This design comes from an exercise in tuning for small area, a short achievable clock period and few clock cycles on the open sky130 flow, not from production work. Function was checked by simulation only, so behaviour that the tests miss may differ from the original.

## dwmac_lanes
module dwmac_lanes (
    input  wire          clk,
    input  wire          rst,
    input  wire          in_valid,
    output wire          in_ready,
    input  wire          in_last,
    input  wire [31:0]   in_src,      
    input  wire [31:0]   in_wt,       
    input  wire [127:0]  in_bias,     
    input  wire [127:0]  in_scale,    
    input  wire [7:0]    in_zp,       
    output reg           out_valid,
    input  wire          out_ready,
    output reg  [31:0]   out_data     
);
Size in the first run: about 6400 cells after synthesis, ~950 flip-flops, roughly 370 I/O pins, ~59000 µm² of cells after synthesis.
==> module dwmac_lanes, before the edit <==
module dwmac_lanes (
    input  wire          clk,
    input  wire          rst,
    input  wire          in_valid,
    output wire          in_ready,
    input  wire          in_last,
    input  wire [31:0]   in_src,      
    input  wire [31:0]   in_wt,       
    input  wire [127:0]  in_bias,     
    input  wire [127:0]  in_scale,    
    input  wire [7:0]    in_zp,       
    output reg           out_valid,
    input  wire          out_ready,
    output reg  [31:0]   out_data     
);
    localparam W = 4;
    reg         rdy;
    assign in_ready = rdy;
    reg         rst_q;
    always @(posedge clk)
        rst_q <= rst;
    wire fire = in_valid && rdy;
    reg         x_lv;        
    reg         x_wait;      
    reg         a_full;      
    reg         a_iss;       
    reg  [1:0]  lane;        
    reg         ph;          
    reg  [1:0]  npx;         
    wire x_px    = x_lv || x_wait;           
    wire a_last  = a_iss && lane == 2'd3 && ph;
    wire a_free  = !a_full || a_last;
    wire move    = x_px && a_free;
    wire hold    = x_px && !a_free;
    wire deliver = out_valid && out_ready;
    wire start   = a_full && !a_iss && (npx - {1'b0, deliver} < 2'd2);
    wire issue   = start || a_iss;
    wire a_full_n = move || (a_full && !a_last);
    wire a_iss_n  = issue && !(lane == 2'd3 && ph);
    wire [1:0] lane_n = (issue && ph) ? lane + 2'd1 : lane;
    wire ph_n     = issue ? !ph : ph;
    wire a_free_n = !a_full_n || (a_iss_n && lane_n == 2'd3 && ph_n);
    wire x_px_n   = (fire && in_last) || hold;
    always @(posedge clk) begin
        if (rst) begin
            rdy    <= 1'b1;
            x_lv   <= 1'b0;
            x_wait <= 1'b0;
            a_full <= 1'b0;
            a_iss  <= 1'b0;
            lane   <= 2'd0;
            ph     <= 1'b0;
        end else begin
            rdy    <= !(x_px_n && !a_free_n);
            x_lv   <= fire && in_last;
            x_wait <= hold;
            a_full <= a_full_n;
            a_iss  <= a_iss_n;
            lane   <= lane_n;
            ph     <= ph_n;
        end
    end
    reg  [31:0] x_src;
    reg  [31:0] x_wt;
    reg  [7:0]  x_zp;
    reg  [7:0]  a_zp;
    always @(posedge clk) begin
        x_src <= in_src & {32{fire}};
        x_wt  <= in_wt;
        if (!hold)
            x_zp <= in_zp;
        if (move)
            a_zp <= x_zp;
    end
    reg  [31:0] acc   [0:W-1];
    reg  [31:0] x_b   [0:W-1];       
    reg  [31:0] x_sc  [0:W-1];
    reg  [31:0] a_t   [0:W-1];
    reg  [31:0] a_sc  [0:W-1];
    genvar g;
    generate
        for (g = 0; g < W; g = g + 1) begin : lane_g
            wire [31:0] sum;
            dwmac_mac u_mac (
                .acc  (acc[g]),
                .src  (x_src[8*g +: 8]),
                .wt   (x_wt[8*g +: 8]),
                .bias (x_b[g]),
                .sum  (sum)
            );
            always @(posedge clk) begin
                if (rst_q || move)
                    acc[g] <= 32'd0;
                else
                    acc[g] <= sum;
                x_b[g] <= in_bias[32*g +: 32] & {32{fire && in_last}};
                if (!hold)
                    x_sc[g] <= in_scale[32*g +: 32];
                if (move) begin
                    a_t[g]  <= sum;
                    a_sc[g] <= x_sc[g];
                end
            end
        end
    endgenerate
    wire [7:0]  q;
    wire        q_v;
    wire [1:0]  q_l;
    dwmac_req u_req (
        .clk   (clk),
        .rst   (rst),
        .in_v  (issue),
        .in_ph (ph),
        .in_l  (lane),
        .t     (a_t[lane]),
        .scale (a_sc[lane]),
        .zp    (a_zp),
        .out_v (q_v),
        .out_l (q_l),
        .q     (q)
    );
    reg  [31:0] stg;
    reg         stg_full;
    wire        xfer = stg_full && (!out_valid || out_ready);
    always @(posedge clk) begin
        if (rst) begin
            npx       <= 2'd0;
            stg_full  <= 1'b0;
            out_valid <= 1'b0;
        end else begin
            npx <= npx + {1'b0, start} - {1'b0, deliver};
            if (q_v && q_l == 2'd3)
                stg_full <= 1'b1;
            else if (xfer)
                stg_full <= 1'b0;
            if (xfer)
                out_valid <= 1'b1;
            else if (out_ready)
                out_valid <= 1'b0;
        end
    end
    integer i;
    always @(posedge clk) begin
        for (i = 0; i < W; i = i + 1)
            if (q_v && q_l == i[1:0])
                stg[8*i +: 8] <= q;
        if (xfer)
            out_data <= stg;
    end
endmodule
export LEC_CHECK = 0
export ABC_AREA = 1
export CAP_MARGIN = 20
export CORE_MARGIN = 2
export CORE_UTILIZATION = 40
export SLEW_MARGIN = 20
create_clock -name core_clock -period 27.0 [get_ports {clk}]
standard.sh (not shown) runs the stock make flow with config.mk's settings and CLKGATE_MAP_FILE= SYNTH_SCRIPT=/design/flow/synth_recipe.tcl, a recipe that flattens the netlist after the stock synthesis.
==> flow/flow/run.sh <==
#!/bin/bash
# The standard layout (the standard.sh: standard synthesis, floorplan,
# placement, CTS, routing), with one change: the buffer that ORFS puts on
# every input and output port is a buf_2 cell instead of the cell that
# buffer_ports picks by itself (a clkdlybuf4s50_1 delay buffer, which is
# larger and slower). Every port still gets its buffer.
set -o pipefail
export BUFFER_PORTS_ARGS="-buffer_cell sky130_fd_sc_hd__buf_2"
bash standard.sh 2>&1 | tee standard.log
Testbench counts at the start, summed over its fixed seeds: cycles 34,079.
Edit:
--- a/flow/design.v
+++ b/flow/design.v
@@ -472,7 +472,7 @@
                 .acc  (acc[g]),
                 .src  (x_src[8*g +: 8]),
                 .wt   (x_wt[8*g +: 8]),
-                .bias (x_b[g]),
+                .bias (x_b[g] & {32{x_lv}}),
                 .sum  (sum)
             );
             always @(posedge clk) begin
@@ -480,9 +480,10 @@
                     acc[g] <= 32'd0;
                 else
                     acc[g] <= sum;
-                x_b[g] <= in_bias[32*g +: 32] & {32{fire && in_last}};
-                if (!hold)
+                if (!hold) begin
+                    x_b[g]  <= in_bias[32*g +: 32];
                     x_sc[g] <= in_scale[32*g +: 32];
+                end
                 if (move) begin
                     a_t[g]  <= sum;
                     a_sc[g] <= x_sc[g];
After rerunning: Sequential cell count does not change. Cell area climbs by 1.2%. Setup slack is better by 260 ps. Global-route usage climbs by 0.21 points. Die area rose by 1.5%. Synthesized cell count drops by 1.7%. Core utilization drops by 0.15 points.
Testbench counts after the change, summed over its fixed seeds: cycles 34,079.

separate check: timing with driven ports:
The flow's constraints put no driver on any port. The routed layouts listed below were extracted and timed again, unchanged, in two steps. Step 1: set_driving_cell puts a clkbuf_16 on clk and a buf_2 on each other input, an assumption about the parent block. Step 2, shift: input delay + t, output delay - t, t = (earliest + latest rising clock arrival at the registers) / 2. This alone moves slack from input paths to output paths. Slacks: no drivers / after step 1 / after step 2; pairs: no drivers / after step 1.
run	t, ns	setup WS [ns]	worst setup path after step 2	worst data-port slew with drivers (ns)
the first run	0.807	19.868 / 19.868 / 19.718	input to register	0.18
the second run	0.775	20.128 / 20.047 / 19.944	input to register	0.18
After both steps every run listed still meets setup and hold. For the second run, which loses most, drivers alone change the setup slack by -0.081 ns; drivers and shift together by -0.184 ns.
